This is an optimization exercise on Yosys and OpenROAD, whose aim is small area, a short achievable clock period and few clock cycles, not a production implementation.
The RTL was checked by simulation tests, not by an equivalence proof against the original design.
Power figures rest on the tool's default switching activity, not on a simulated workload.

== JK ==
==> flow/design.v (excerpt) <==
module lz77_encoder (
    input  wire       clk,
    input  wire       rst,           
    input  wire       wr_en,
    input  wire [5:0] wr_addr,
    input  wire [7:0] wr_data,
    input  wire       start,
    input  wire [6:0] len,           
    input  wire [6:0] window,        
    output wire       ready,
    output wire       tok_valid,
    output wire [5:0] tok_offset,
    output wire [5:0] tok_length,
    output wire       tok_has_lit,
    output wire [7:0] tok_literal,
    output wire       done
);
    reg  [511:0] ring;       
    reg  [5:0]   rot;        
    reg          p_valid;
    reg  [5:0]   p_addr;
    reg  [7:0]   p_data;
    reg          ready_r;
    reg          busy;       
    reg          align;      
    reg  [6:0]   n;          
    reg  [6:0]   w;          
    reg  [6:0]   k;          
    reg  [5:0]   run;        
    reg  [6:0]   wm;         
    reg  [63:1]  alive;      
    reg  [63:1]  eq;         
    reg          run_lt_w;   
    reg          k_lt_n;     
    reg          k_last;     
    reg          o_valid;
    reg  [5:0]   o_offset;
    reg  [5:0]   o_length;
    reg          o_has_lit;
    reg  [7:0]   o_literal;
    reg          o_done;
    wire [7:0] slot0 = ring[7:0];
    wire [7:0] slot1 = ring[15:8];
    wire acc_w   = wr_en && ready_r;
    wire direct  = acc_w && (wr_addr == rot);
    wire p_drain = p_valid && (p_addr == rot);
    wire acc_s   = start && ready_r;
    wire first_i = acc_s && (len != 7'd0) && (rot == 6'd0);   
    wire first_a = align && (rot == 6'd0);                    
    wire        proc = busy && !align;
    wire [63:1] hit  = alive & eq;
    wire        ext  = (|hit) && run_lt_w && k_lt_n;
    wire        fin  = proc && !ext && k_last;      
    wire [63:1] win;
  ...
Size: roughly 56 I/O pins.
==> flow/config.mk <==
export PLATFORM = sky130hd
export DESIGN_NAME = lz77_encoder
export DESIGN_NICKNAME = lz77_encoder
export VERILOG_FILES = /design/flow/design.v
export SDC_FILE = /design/flow/constraint.sdc
export NUM_CORES = 4
export LEC_CHECK = 0
export CAP_MARGIN = 20
export CORE_MARGIN = 2
export CORE_UTILIZATION = 40
export PLACE_DENSITY = 0.6
export SLEW_MARGIN = 20
==> flow/constraint.sdc <==
create_clock -name core_clock -period 10.0 [get_ports {clk}]
set_input_delay 2.0000 -clock core_clock [delete_from_list [all_inputs] [get_ports {clk}]]
set_output_delay 2.0000 -clock core_clock [all_outputs]
set_load 0.01 [all_outputs]
run.sh (not shown) runs the stock make flow with config.mk's settings and CLKGATE_MAP_FILE= SYNTH_SCRIPT=/design/flow/synth_recipe.tcl, a recipe that flattens the netlist after the stock synthesis.
JK was carried through to the last stage, and its layout satisfied the timing, design-rule and antenna checks.
Testbench counts of JK, summed over its fixed seeds: cycles 31,866.
Inputs modified between JK and MS:
==> flow/flow/run.sh (new file) <==
#!/bin/bash
set -euo pipefail
export SETUP_SLACK_MARGIN=7.5
bash standard.sh > standard.log 2>&1
==> flow/standard.sh (new file) <==
#!/bin/bash
# synth_recipe.tcl (not shown) runs the flow's synth.tcl, then flattens the netlist and writes it again
# the make line also repeats each setting of config.mk as NAME=value (left out here)
make -C /OpenROAD-flow-scripts/flow DESIGN_CONFIG=/design/flow/config.mk WORK_HOME=/design/flow/orfs CLKGATE_MAP_FILE= SYNTH_SCRIPT=/design/flow/synth_recipe.tcl "${@:-finish}"
removed: flow/run.sh
Results
- For JK and MS, there was not a single run that failed to finish clean.
- Compared with JK, in MS upper clock frequency limit went up 16%; cell count shows an increase of 20; share of total power in the clock network increased by 0.5 points relative to the old numbers.
- | actual transition at the worst max-transition pin | lower: MS |
- Compared with JK, in MS share of the cycle needed by the critical path after routing shows a reduction of 5.0 points, total power increased about 3.2%, number of buffers inserted by hold repair at cts stayed essentially flat.
- MS against JK: sequential standard cell area roughly the same; number of ordinary and repair buffers in the finished layout higher; proportion of final cell area spent on non-clock buffers higher.


The RTL this note starts from:
==> flow/design.v <==
module lz77_encoder (
    input  wire       clk,
    input  wire       rst,           
    input  wire       wr_en,
    input  wire [5:0] wr_addr,
    input  wire [7:0] wr_data,
    input  wire       start,
    input  wire [6:0] len,           
    input  wire [6:0] window,        
    output wire       ready,
    output wire       tok_valid,
    output wire [5:0] tok_offset,
    output wire [5:0] tok_length,
    output wire       tok_has_lit,
    output wire [7:0] tok_literal,
    output wire       done
);
    reg  [511:0] ring;       
    reg  [5:0]   rot;        
    reg          p_valid;
    reg  [5:0]   p_addr;
    reg  [7:0]   p_data;
    reg          ready_r;
    reg          busy;       
    reg          align;      
    reg  [6:0]   w;          
    reg  [6:0]   rem;        
    reg  [5:0]   run;        
    reg  [6:0]   wm;         
    reg  [63:1]  hit;        
    reg  [5:0]   best;       
    reg          run_lt_w;   
    reg          o_valid;
    reg  [5:0]   o_offset;
    reg  [5:0]   o_length;
    reg          o_has_lit;
    reg  [7:0]   o_literal;
    reg          o_done;
    wire [7:0] slot0 = ring[7:0];
    wire [7:0] slot1 = ring[15:8];
    wire acc_w   = wr_en && ready_r;
    wire direct  = acc_w && (wr_addr == rot);
    wire p_drain = p_valid && (p_addr == rot);
    wire acc_s   = start && ready_r;
    wire first_i = acc_s && (len != 7'd0) && (rot == 6'd0);   
    wire first_a = align && (rot == 6'd0);                    
    wire proc   = busy && !align;
    wire k_lt_n = (rem != 7'd0);
    wire k_last = (rem[6:1] == 6'd0);           
    wire ext    = (|hit) && run_lt_w && k_lt_n;
    wire fin    = proc && !ext && k_last;       
    wire [63:1] win;
    genvar g;
    generate
        for (g = 1; g < 64; g = g + 1) begin : g_win
            assign win[g] = (wm >= g);
        end
    endgenerate
    reg  [5:0] hit_max;
    integer q;
    always @(*) begin
        hit_max = 6'd0;
        for (q = 1; q < 64; q = q + 1)
            if (hit[q]) hit_max = q[5:0];
    end
    wire [63:1] eq_nxt;
    assign eq_nxt[1] = (slot0 == slot1);
    generate
        for (g = 2; g < 64; g = g + 1) begin : g_cmp
            assign eq_nxt[g] = (ring[8*(65-g) +: 8] == slot1);
        end
    endgenerate
    wire [7:0] ring_in = direct ? wr_data : (p_drain ? p_data : slot0);
    always @(posedge clk) begin
        ring <= {ring_in, ring[511:8]};
        if (acc_w) begin
            p_addr <= wr_addr;
            p_data <= wr_data;
        end
    end
    wire busy_nxt = busy ? !(fin || (first_a && rem == 7'd1))
                         : (acc_s && len != 7'd0 && !(first_i && len == 7'd1));
    wire p_nxt    = (acc_w && !direct) || (p_valid && !p_drain);
    always @(posedge clk) begin
        if (rst) begin
            busy    <= 1'b0;
            align   <= 1'b0;
            p_valid <= 1'b0;
            ready_r <= 1'b1;
            rot     <= 6'd0;
            o_valid <= 1'b0;
            o_done  <= 1'b0;
        end else begin
            busy    <= busy_nxt;
            p_valid <= p_nxt;
            ready_r <= !busy_nxt && !p_nxt;
            if (!busy_nxt && (busy || acc_s))
                rot <= 6'd63;
            else
                rot <= rot + 6'd1;
            if (!busy) begin
                align   <= acc_s && !first_i;
                o_valid <= first_i;
                o_done  <= acc_s && (len == 7'd0 || (first_i && len == 7'd1));
            end else if (align) begin
                align   <= !first_a;
                o_valid <= first_a;
                o_done  <= first_a && rem == 7'd1;
            end else begin
                o_valid <= !ext;
                o_done  <= fin;
            end
        end
    end
    wire [6:0] wsel = busy ? w : window;
    always @(posedge clk) begin
        if (!busy) begin
            w   <= window;
            rem <= len - {6'd0, (rot == 6'd0)};
        end
        if (!proc) begin
            o_offset  <= 6'd0;
            o_length  <= 6'd0;
            o_has_lit <= 1'b1;
            o_literal <= slot0;
            if (first_a)
                rem <= rem - 7'd1;
            run       <= 6'd0;
            hit       <= {62'd0, (wsel != 7'd0)} & eq_nxt;
            best      <= 6'd1;
            wm        <= (wsel > 7'd1) ? 7'd2 : wsel;
            run_lt_w  <= (wsel != 7'd0);
        end else begin
            rem       <= rem - 7'd1;
            wm        <= (wm < w) ? wm + 7'd1 : wm;
            o_length  <= run;
            o_offset  <= (run == 6'd0) ? 6'd0 : best;
            o_has_lit <= k_lt_n;
            o_literal <= slot0;
            if (ext) begin
                hit      <= hit & eq_nxt;
                best     <= hit_max;
                run      <= run + 6'd1;
                run_lt_w <= ({1'b0, run} + 7'd1 < w);
            end else begin
                hit      <= win & eq_nxt;
                best     <= (wm[6]) ? 6'd63 : wm[5:0];
                run      <= 6'd0;
                run_lt_w <= (w != 7'd0);
            end
        end
    end
    assign ready       = ready_r;
    assign tok_valid   = o_valid;
    assign tok_offset  = o_offset;
    assign tok_length  = o_length;
    assign tok_has_lit = o_has_lit;
    assign tok_literal = o_literal;
    assign done        = o_done;
endmodule
clock: 10.0 ns
lec_check: 0
cap_margin: 20
core_margin: 2
core_utilization: 40
cts_cluster_diameter: 60
cts_cluster_size: 25
place_density: 0.6
slew_margin: 20
standard.sh (not shown) runs the stock make flow with config.mk's settings and CLKGATE_MAP_FILE= SYNTH_SCRIPT=/design/flow/synth_recipe.tcl, a recipe that flattens the netlist after the stock synthesis.
==> flow/flow/run.sh <==
#!/bin/bash
set -euo pipefail
export SETUP_SLACK_MARGIN=7.5
bash standard.sh > standard.log 2>&1
The first run produced a clean layout.
Testbench counts at the start, summed over its fixed seeds: cycles 31,866.
Then changed:
==> flow/flow/run.sh (replaced) <==
#!/bin/bash
set -euo pipefail
export SETUP_SLACK_MARGIN=7.0
bash standard.sh > standard.log 2>&1
=>
- The new run passed the timing, design-rule and antenna checks
- critical path depth stays the same
- area after synthesis is unchanged
- routed wire length falls by 6.6%
- core utilization falls by 1.9 points
- sequential power hardly moves
- total power falls by 3.9%


## job 101
lz77_encoder, a different RTL version from the one above (not shown whole).
Size: roughly 2600 cells after synthesis, about 780 flip-flops, ~56 I/O pins, ~35000 sq um of cells after synthesis.
Settings: LEC_CHECK=0, ABC_CLOCK_PERIOD_IN_PS=3000, CAP_MARGIN=20, CORE_MARGIN=2, CORE_UTILIZATION=40, PLACE_DENSITY=0.6, SETUP_SLACK_MARGIN=5, SLEW_MARGIN=20; clock period 10.0 ns.
run.sh (not shown) runs the stock make flow with config.mk's settings and CLKGATE_MAP_FILE= SYNTH_SCRIPT=/design/flow/synth_recipe.tcl, a recipe that flattens the netlist after the stock synthesis.
Stock flow here: none of the scripts above is used.
Job 101 did not stop at any stage, and its layout met the timing, design-rule and antenna checks.
Testbench counts of job 101, summed over its fixed seeds: cycles 30,550.
Here is what was changed in the inputs of job 102 compared with job 101.
- clearing SETUP_SLACK_MARGIN, which used to be 5
- clearing ABC_CLOCK_PERIOD_IN_PS, which used to be 3000
[summary]
No stage failed in job 102, and the final checks on the layout all came back clean.
Mux cell area share after synthesis came out exactly the same in job 101 and job 102.
On register share of total power, job 101 and job 102 are basically level.
Between job 101 and job 102, the area fraction in and, or, nand and nor cells after synthesis does not differ in any meaningful way.
In terms of share of total power in combinational logic, job 102 and job 101 differ only marginally.
The share of synthesized cell area in full adder, half adder and majority cells on job 102 is in line with that on job 101.
Reported for job 101 and job 102, placed instance count turned out identical to the last digit.

-- what the ideal ports hide --
The results above use ideal ports. As a check the final layouts listed here were re-extracted and re-timed, cells and wires unchanged.
Step 1, drivers: a clkbuf_16 drives clk and a buf_2 each remaining input, both assumed.
Step 2 times the ports against the registers' clock, not the clock port: input delays grow and output delays shrink by t, the midpoint of the rising clock arrivals with the driver on.
Three values: ideal, step 1, step 2; two values: the first two.
| run | shift t [ns] | setup slack, ns | worst hold slack (ns) |
|---|---|---|---|
| JK | 0.685 | 6.436 / 6.376 / 5.953 | 0.348 / 0.348 / 0.348 |
| MS | 0.659 | 6.936 / 6.879 / 6.451 | 0.353 / 0.353 / 0.353 |
| the first run of note 2 | 0.638 | 6.948 / 6.887 / 6.574 | 0.349 / 0.349 / 0.349 |
| the second run of note 2 | 0.629 | 6.978 / 6.918 / 6.484 | 0.347 / 0.347 / 0.347 |
| job 101 | 0.691 | 5.655 / 5.588 / 5.226 | 0.430 / 0.430 / 0.430 |
| job 102 | 0.691 | 5.655 / 5.588 / 5.226 | 0.430 / 0.430 / 0.430 |
After both steps every run listed still meets setup and hold. The setup slack of the second run of note 2, which loses most, moves by -0.060 ns with the drivers and by -0.494 ns with both steps.
